Context: an optimization exercise on an open-source flow, tuned for small area, a short achievable clock period and few clock cycles. The choices shown serve that exercise and are no tape-out recipe. Where RTL was checked, it was by simulation tests only, not by an equivalence proof against the original. Power figures rest on the tool's default switching activity, not on a simulated workload.

Design hcid_decoder, start of the top module:
module hcid_decoder (
    input  wire         clk,
    input  wire         rst,
    input  wire         in_valid,
    output wire         in_ready,
    input  wire [7:0]   in_char,
    output wire         out_valid,
    input  wire         out_ready,
    output wire [23:0]  out_prefix,      
    output wire [319:0] out_cw,          
    output wire [39:0]  out_bera,        
    output reg  [5:0]   out_count,       
    output reg          out_case_lost,   
    output reg          out_eof          
);
For scale: ~740 cells after synthesis, ~430 flip-flops, roughly 410 I/O pins.
clock: 18.0 ns
lec_check: 0
cap_margin: 20
core_margin: 2
core_utilization: 60
cts_buf_list: sky130_fd_sc_hd__clkbuf_8
cts_cluster_diameter: 55
cts_cluster_size: 16
slew_margin: 20
standard.sh (not shown) runs the stock make flow with config.mk's settings and CLKGATE_MAP_FILE= SYNTH_SCRIPT=/design/flow/synth_recipe.tcl, a recipe that flattens the netlist after the stock synthesis.
==> flow/flow/run.sh <==
#!/bin/bash
set -euo pipefail
export BUFFER_PORTS_ARGS="-buffer_cell sky130_fd_sc_hd__buf_1"
export CTS_ARGS="-sink_clustering_enable -repair_clock_nets -sink_clustering_size 30 -sink_clustering_max_diameter 100 -buf_list sky130_fd_sc_hd__clkbuf_16 -dont_use_dummy_load"
export SETUP_SLACK_MARGIN=13.2
bash standard.sh BUFFER_PORTS_ARGS="$BUFFER_PORTS_ARGS" CTS_ARGS="$CTS_ARGS" SETUP_SLACK_MARGIN="$SETUP_SLACK_MARGIN" finish > orfs_flow.log 2>&1
The starting point passed the timing, DRC and antenna checks.
Testbench counts at the start, summed over its fixed seeds: cycles 75,624.
Rerun with:
==> flow/flow/run.sh (replaced) <==
#!/bin/bash
set -euo pipefail
export BUFFER_PORTS_ARGS="-buffer_cell sky130_fd_sc_hd__buf_1"
export CTS_ARGS="-sink_clustering_enable -repair_clock_nets -sink_clustering_size 30 -sink_clustering_max_diameter 100 -buf_list sky130_fd_sc_hd__clkbuf_16 -dont_use_dummy_load -num_static_layers 1"
export SETUP_SLACK_MARGIN=13.2
bash standard.sh BUFFER_PORTS_ARGS="$BUFFER_PORTS_ARGS" CTS_ARGS="$CTS_ARGS" SETUP_SLACK_MARGIN="$SETUP_SLACK_MARGIN" finish > orfs_flow.log 2>&1
- CTS_BUF_LIST: sky130_fd_sc_hd__clkbuf_8 -> unset
- CTS_CLUSTER_DIAMETER: 55 -> unset
- CTS_CLUSTER_SIZE: 16 -> unset
Result: The changed run produced a clean layout; synthesized cell count is unchanged; total power is about the same; clock-buffer cell count stays the same; worst hold slack is about the same; routed wire length hardly moves; sequential share of layout area does not change; core utilization stays the same; final cell count stays the same; setup slack stays flat.
Rerun with:
==> flow/flow/run.sh (replaced) <==
#!/bin/bash
# Own layout flow: the standard ORFS flow, with the port buffers that
# global placement inserts made from sky130_fd_sc_hd__buf_1 instead of the
# cell buffer_ports picks by itself. Everything else is the standard flow.
set -euo pipefail
export BUFFER_PORTS_ARGS="-buffer_cell sky130_fd_sc_hd__buf_1"
bash standard.sh BUFFER_PORTS_ARGS="$BUFFER_PORTS_ARGS" finish > orfs_flow.log 2>&1
- CTS_BUF_LIST: unset -> sky130_fd_sc_hd__clkbuf_8
- CTS_CLUSTER_DIAMETER: unset -> 55
- CTS_CLUSTER_SIZE: unset -> 16
After rerunning:
- The changed run finished with timing, DRC and antenna clean
- fmax came out lower by 2.5%
- final cell count came out higher by 2.5%
- synthesized area stays the same
- sequential share of layout area came out lower by 0.93 points
- total power came out higher by 4.9%
- first-iteration DRC count came out lower by 17%
- hold slack gets better by 0.046 ns

========
== rev 12 ==
Another version of the RTL of hcid_decoder (not shown whole).
For scale: ~420 flip-flops, roughly 0.015 sq mm of cells after synthesis.
==> flow/design.v (excerpt) <==
module hcid_decoder (
    input  wire         clk,
    input  wire         rst,
    input  wire         in_valid,
    output wire         in_ready,
    input  wire [7:0]   in_char,
    output wire         out_valid,
    input  wire         out_ready,
    output wire [23:0]  out_prefix,      
    output wire [319:0] out_cw,          
    output wire [39:0]  out_bera,        
    output reg  [5:0]   out_count,       
    output reg          out_case_lost,   
    output reg          out_eof          
);
==> flow/config.mk <==
export PLATFORM = sky130hd
export DESIGN_NAME = hcid_decoder
export DESIGN_NICKNAME = hcid_decoder
export VERILOG_FILES = /design/flow/design.v
export SDC_FILE = /design/flow/constraint.sdc
export NUM_CORES = 4
export LEC_CHECK = 0
export ABC_AREA = 1
export CAP_MARGIN = 20
export CORE_MARGIN = 2
export CORE_UTILIZATION = 40
export SLEW_MARGIN = 20
==> flow/constraint.sdc <==
create_clock -name core_clock -period 18.0 [get_ports {clk}]
set_input_delay 3.6000 -clock core_clock [delete_from_list [all_inputs] [get_ports {clk}]]
set_output_delay 3.6000 -clock core_clock [all_outputs]
set_load 0.01 [all_outputs]
==> flow/flow/run.sh <==
#!/bin/bash
# Own layout flow: the standard ORFS flow, with the port buffers that
# global placement inserts made from sky130_fd_sc_hd__buf_1 instead of the
# cell buffer_ports picks by itself. Everything else is the standard flow.
set -euo pipefail
export BUFFER_PORTS_ARGS="-buffer_cell sky130_fd_sc_hd__buf_1"
bash standard.sh BUFFER_PORTS_ARGS="$BUFFER_PORTS_ARGS" finish > orfs_flow.log 2>&1
Testbench counts of rev 12, summed over its fixed seeds: cycles 75,624.
--- input diff rev 12..rev 13 ---
--- a/flow/config.mk
+++ b/flow/config.mk
@@ -7,3 +7,3 @@
 export LEC_CHECK = 0
-export ABC_AREA = 1
+export ABC_CLOCK_PERIOD_IN_PS = 2500
 export CAP_MARGIN = 20
==> comparison <==
Status | rev 13 and rev 12 | clean
Slew of the pin with the lowest slew margin (higher): rev 12
Number of cells traversed by the worst register-to-register path up 7 in rev 13 wrt rev 12
[rev 13] synthesized instance count fell about 13% relative to rev 12
Compared with rev 12, in rev 13 global-route usage decreased by 0.16 points relative to the old numbers; share of the synthesized netlist area taken by xor and xnor gates increased by 0.47 points relative to the old numbers; placement-stage worst setup slack decreased by 170 ps relative to the old numbers; post-layout net count decreased by 135 relative to the old numbers.

========
hcid_decoder with an RTL version that a note above also has.
Size in the first run: about 840 cells after synthesis, roughly 430 flip-flops, roughly 410 I/O pins.
clock: 18.0 ns
lec_check: 0
abc_area: 1
cap_margin: 20
core_margin: 2
core_utilization: 60
slew_margin: 20
==> flow/flow/run.sh <==
#!/bin/bash
set -euo pipefail
export BUFFER_PORTS_ARGS="-buffer_cell sky130_fd_sc_hd__buf_1"
export CTS_ARGS="-sink_clustering_enable -repair_clock_nets -sink_clustering_size 30 -sink_clustering_max_diameter 100 -buf_list sky130_fd_sc_hd__clkbuf_16 -dont_use_dummy_load"
export SETUP_SLACK_MARGIN=13.2
bash standard.sh BUFFER_PORTS_ARGS="$BUFFER_PORTS_ARGS" CTS_ARGS="$CTS_ARGS" SETUP_SLACK_MARGIN="$SETUP_SLACK_MARGIN" finish > orfs_flow.log 2>&1
The starting point completed without violations.
Testbench counts at the start, summed over its fixed seeds: cycles 75,624.
==> next run, changes <==
ABC_AREA = unset   (was 1)
CORE_UTILIZATION = 70   (was 60)
After rerunning: The new run completed with no timing, DRC or antenna violations; count of clock-buffer cells in the layout is unchanged; global-route usage rises by 6.6 points; register-to-register slack gets worse by 0.29 ns; clock skew falls by 0.024 ns; setup slack gets worse by 0.013 ns; via count rises slightly; wire length rises by a few percent; sequential power hardly moves; non-clock buffer count falls by 3; power hardly moves.
==> next run, changes <==
--- a/flow/flow/run.sh
+++ b/flow/flow/run.sh
@@ -1,2 +1,10 @@
 #!/bin/bash
+# Own layout flow: the standard ORFS flow (standard.sh, unchanged
+# synthesis, floorplan, power grid, placement, routing), with three
+# changes to how the layout is made:
+#  - the port buffers that global placement inserts on every input and
+#    output are sky130_fd_sc_hd__buf_1 instead of the cell buffer_ports
+#    picks by itself (a 10 um2 delay buffer);
+#  - clock tree synthesis clusters up to 30 flip-flops per clkbuf_16 leaf
+#    buffer and inserts no dummy loads;
 set -euo pipefail
CORE_UTILIZATION = 60   (was 70)
What happened:
- The changed run completed with no timing, DRC or antenna violations
- synthesized area stays the same
- wire length drops by roughly a tenth
- maximum frequency climbs slightly
- clock power drops slightly
- core utilization drops by 11 points

========
Setup of run a:
Another version of the RTL of hcid_decoder (not shown whole).
Size: roughly 410 I/O pins.
==> flow/config.mk <==
export PLATFORM = sky130hd
export DESIGN_NAME = hcid_decoder
export DESIGN_NICKNAME = hcid_decoder
export VERILOG_FILES = /design/flow/design.v
export SDC_FILE = /design/flow/constraint.sdc
export NUM_CORES = 4
export LEC_CHECK = 0
export CAP_MARGIN = 20
export CORE_ASPECT_RATIO = 0.5
export CORE_MARGIN = 2
export CORE_UTILIZATION = 60
export CTS_BUF_LIST = sky130_fd_sc_hd__clkbuf_8
export CTS_CLUSTER_DIAMETER = 55
export CTS_CLUSTER_SIZE = 16
export SLEW_MARGIN = 20
==> flow/constraint.sdc <==
create_clock -name core_clock -period 18.0 [get_ports {clk}]
set_input_delay 3.6000 -clock core_clock [delete_from_list [all_inputs] [get_ports {clk}]]
set_output_delay 3.6000 -clock core_clock [all_outputs]
set_load 0.01 [all_outputs]
==> flow/flow/run.sh <==
#!/bin/bash
# Own layout flow: the standard ORFS flow, with the port buffers that
# global placement inserts made from sky130_fd_sc_hd__buf_1 instead of the
# cell buffer_ports picks by itself. Everything else is the standard flow.
set -euo pipefail
export BUFFER_PORTS_ARGS="-buffer_cell sky130_fd_sc_hd__buf_1"
bash standard.sh BUFFER_PORTS_ARGS="$BUFFER_PORTS_ARGS" finish > orfs_flow.log 2>&1
Run a reached the end of the flow, and the finished layout is clean on the timing, DRC and antenna checks.
## Diff of input files: run b against run a
- swapping 0.5 for 0.25 in CORE_ASPECT_RATIO
==> run summary <==
Run a has a lower net switching power of the design than run b.
The run showing the smaller aggregate global-route resource usage is run b.
Relative to run a, final core utilization increased by 0.36 points in run b.
Between run b and run a, the power consumed by combinational cells is higher for run a.
Sort run b and run a by mean routed wirelength per cell desc -> top: run a
Function was not checked in any run of this note: the RTL went through the layout flow alone.

========
hcid_decoder with an RTL version that a note above also has.
Size in the first run: roughly 740 cells after synthesis, ~410 I/O pins, roughly 0.015 mm2 of cells after synthesis.
// hcid_decoder
module hcid_decoder (
    input  wire         clk,
    input  wire         rst,
    input  wire         in_valid,
    output wire         in_ready,
    input  wire [7:0]   in_char,
    output wire         out_valid,
    input  wire         out_ready,
    output wire [23:0]  out_prefix,      
    output wire [319:0] out_cw,          
    output wire [39:0]  out_bera,        
    output reg  [5:0]   out_count,       
    output reg          out_case_lost,   
    output reg          out_eof          
);
    reg  [7:0] a_c;          
    reg        a_v;
    reg  [5:0] idx;          
    reg        ov;           
    reg        rdy;          
    assign in_ready  = rdy;
    assign out_valid = ov;
    wire [7:0] a_t;          
    hcid_tlcorr u_tl (.c(a_c), .t(a_t));
    wire [4:0] sym    = a_t[4:0];
    wire       letter = a_t[5];
    wire       upper  = a_t[6];
    wire       era    = a_t[7];
    wire consume = a_v && !(ov && idx != 6'd0);
    wire accept  = in_valid && rdy;
    wire last    = (idx == 6'd62);
    wire [5:0] idx_n = consume ? (last ? 6'd0 : idx + 6'd1) : idx;
    wire ov_n   = (ov && !out_ready) || (consume && last);
    always @(posedge clk) begin
        if (accept) a_c <= in_char;
        if (rst) begin
            a_v <= 1'b0;
            idx <= 6'd0;
            ov  <= 1'b0;
            rdy <= 1'b1;
        end else begin
            a_v <= accept || (a_v && !consume);
            idx <= idx_n;
            ov  <= ov_n;
            rdy <= !(ov_n && idx_n != 6'd0);
        end
    end
    reg  [309:0] st;
    reg  [4:0]   p;
    reg  [1:0]   t2;
    reg          mk;         
    reg  [35:0]  be;         
    wire [2:0] lb    = {idx[2] ^ idx[0], idx[1], idx[0]};
    wire       emit  = lb[2] | (lb[1] & lb[0]);
    wire       mk_in = (lb != 3'd0) && mk;
    wire       mk_b  = mk_in || era;         
    wire       cw_b  = (idx >= 6'd5);        
    wire       zap   = emit && cw_b && mk_b;
    reg  [11:0] wmask;       
    integer j;
    always @* begin
        for (j = 0; j < 12; j = j + 1)
  ...
==> flow/config.mk <==
export PLATFORM = sky130hd
export DESIGN_NAME = hcid_decoder
export DESIGN_NICKNAME = hcid_decoder
export VERILOG_FILES = /design/flow/design.v
export SDC_FILE = /design/flow/constraint.sdc
export NUM_CORES = 4
export LEC_CHECK = 0
export CAP_MARGIN = 20
export CORE_MARGIN = 2
export CORE_UTILIZATION = 60
export SLEW_MARGIN = 20
==> flow/constraint.sdc <==
create_clock -name core_clock -period 18.0 [get_ports {clk}]
set_input_delay 3.6000 -clock core_clock [delete_from_list [all_inputs] [get_ports {clk}]]
set_output_delay 3.6000 -clock core_clock [all_outputs]
set_load 0.01 [all_outputs]
==> flow/flow/run.sh <==
#!/bin/bash
set -euo pipefail
export BUFFER_PORTS_ARGS="-buffer_cell sky130_fd_sc_hd__buf_1"
export CTS_ARGS="-sink_clustering_enable -repair_clock_nets -sink_clustering_size 30 -sink_clustering_max_diameter 100 -buf_list sky130_fd_sc_hd__clkbuf_16 -dont_use_dummy_load"
export SETUP_SLACK_MARGIN=13.3
bash standard.sh BUFFER_PORTS_ARGS="$BUFFER_PORTS_ARGS" CTS_ARGS="$CTS_ARGS" SETUP_SLACK_MARGIN="$SETUP_SLACK_MARGIN" finish > orfs_flow.log 2>&1
The starting point completed with no timing, DRC or antenna violations.
Testbench counts at the start, summed over its fixed seeds: cycles 75,624.
Then changed:
==> flow/flow/run.sh (replaced) <==
#!/bin/bash
# Own layout flow: the standard ORFS flow, with the port buffers that
# global placement inserts made from sky130_fd_sc_hd__buf_1 instead of the
# cell buffer_ports picks by itself, and clock tree synthesis options of
# our own. Everything else is the standard flow.
set -euo pipefail
export BUFFER_PORTS_ARGS="-buffer_cell sky130_fd_sc_hd__buf_1"
export CTS_ARGS="-sink_clustering_enable -repair_clock_nets -sink_clustering_size 30 -sink_clustering_max_diameter 100 -buf_list sky130_fd_sc_hd__clkbuf_16 -dont_use_dummy_load"
bash standard.sh BUFFER_PORTS_ARGS="$BUFFER_PORTS_ARGS" CTS_ARGS="$CTS_ARGS" finish > orfs_flow.log 2>&1
--- a/flow/config.mk
+++ b/flow/config.mk
@@ -10,2 +10,5 @@
 export CORE_UTILIZATION = 60
+export CTS_BUF_LIST = sky130_fd_sc_hd__clkbuf_8
+export CTS_CLUSTER_DIAMETER = 55
+export CTS_CLUSTER_SIZE = 16
 export SLEW_MARGIN = 20
=>
- worst hold slack loses 0.0061 ns
- utilization decreases by 9.3 points
- flip-flop and latch count does not change
- sequential power stays flat
- non-clock buffer count falls by 213
- wire length falls by 12%
Then changed:
==> flow/flow/run.sh (replaced) <==
#!/bin/bash
# Own layout flow: the standard ORFS flow (standard.sh, unchanged
# synthesis, floorplan, power grid, placement, routing), with three
# changes to how the layout is made:
#  - the port buffers that global placement inserts on every input and
#    output are sky130_fd_sc_hd__buf_1 instead of the cell buffer_ports
#    picks by itself (a 10 um2 delay buffer);
#  - clock tree synthesis clusters up to 30 flip-flops per clkbuf_16 leaf
#    buffer and inserts no dummy loads;
set -euo pipefail
export BUFFER_PORTS_ARGS="-buffer_cell sky130_fd_sc_hd__buf_1"
export CTS_ARGS="-sink_clustering_enable -repair_clock_nets -sink_clustering_size 30 -sink_clustering_max_diameter 100 -buf_list sky130_fd_sc_hd__clkbuf_16 -dont_use_dummy_load"
export SETUP_SLACK_MARGIN=13.2
bash standard.sh BUFFER_PORTS_ARGS="$BUFFER_PORTS_ARGS" CTS_ARGS="$CTS_ARGS" SETUP_SLACK_MARGIN="$SETUP_SLACK_MARGIN" finish > orfs_flow.log 2>&1
--- a/flow/config.mk
+++ b/flow/config.mk
@@ -9,6 +9,3 @@
 export CORE_MARGIN = 2
-export CORE_UTILIZATION = 60
-export CTS_BUF_LIST = sky130_fd_sc_hd__clkbuf_8
-export CTS_CLUSTER_DIAMETER = 55
-export CTS_CLUSTER_SIZE = 16
+export CORE_UTILIZATION = 55
 export SLEW_MARGIN = 20
The new run finished clean.
Final cell count climbs by 0.61%.
Routed wire length climbs by 2.3%.
Core utilization drops by 5.3 points.
Synthesized cell count does not change.
Setup slack gains 0.050 ns.
Power hardly moves.
Hold slack gains 0.037 ns.
Then changed:
==> flow/flow/run.sh (replaced) <==
#!/bin/bash
set -euo pipefail
export BUFFER_PORTS_ARGS="-buffer_cell sky130_fd_sc_hd__buf_1"
export CTS_ARGS="-sink_clustering_enable -repair_clock_nets -sink_clustering_size 30 -sink_clustering_max_diameter 100 -buf_list sky130_fd_sc_hd__clkbuf_16 -dont_use_dummy_load"
export SETUP_SLACK_MARGIN=13.25
bash standard.sh BUFFER_PORTS_ARGS="$BUFFER_PORTS_ARGS" CTS_ARGS="$CTS_ARGS" SETUP_SLACK_MARGIN="$SETUP_SLACK_MARGIN" finish > orfs_flow.log 2>&1
--- a/flow/config.mk
+++ b/flow/config.mk
@@ -9,3 +9,3 @@
 export CORE_MARGIN = 2
-export CORE_UTILIZATION = 55
+export CORE_UTILIZATION = 60
 export SLEW_MARGIN = 20
Critical path depth is unchanged.
Synthesized area is unchanged.
Power is about the same.
Hold slack got worse by 0.032 ns.
Sequential power stays flat.
Cell area rises by a few percent.
Core utilization climbs by 6.9 points.
Non-clock buffer count grows by 44.

afterwards: timing with drivers on the ports:
In the flow no input, the clock included, has a driving cell. The finished layouts below were timed again as built, in two steps. Step 1 assumes that a clkbuf_16 drives the clock port and a buf_2 every other input. Step 2, shift: input delay + t, output delay - t, t = (earliest + latest rising clock arrival at the registers) / 2. This alone moves slack from input paths to output paths. a / b / c = ideal ports / drivers / drivers and shift; a / b = the first two.
| run | t, ns | setup WS [ns] | worst data-port slew with drivers (ns) |
|---|---|---|---|
| the first run of note 1 | 0.538 | 13.249 / 13.199 / 13.614 | 0.04 |
| the second run of note 1 | 0.539 | 13.249 / 13.199 / 13.615 | 0.04 |
| the third run of note 1 | 0.578 | 13.127 / 13.079 / 13.614 | 0.03 |
| rev 12 | 0.611 | 13.040 / 13.064 / 12.453 | 0.04 |
| rev 13 | 0.603 | 12.832 / 12.832 / 12.301 | 0.05 |
| the first run of note 3 | 0.544 | 13.211 / 13.161 / 13.646 | 0.03 |
| the second run of note 3 | 0.557 | 13.198 / 13.149 / 13.558 | 0.03 |
| the third run of note 3 | 0.538 | 13.249 / 13.199 / 13.614 | 0.04 |
| run a | 0.670 | 13.053 / 13.008 / 13.407 | 0.03 |
| run b | 0.684 | 13.001 / 12.949 / 13.393 | 0.03 |
| the first run of note 5 | 0.543 | 13.248 / 13.197 / 13.653 | 0.04 |
| the second run of note 5 | 0.541 | 13.164 / 13.114 / 13.622 | 0.03 |
| the third run of note 5 | 0.553 | 13.215 / 13.165 / 13.636 | 0.03 |
| the fourth run of note 5 | 0.537 | 13.267 / 13.217 / 13.649 | 0.04 |
After both steps every run listed still meets setup and hold. For rev 12, which loses most, drivers alone change the setup slack by +0.024 ns; drivers and shift together by -0.587 ns.
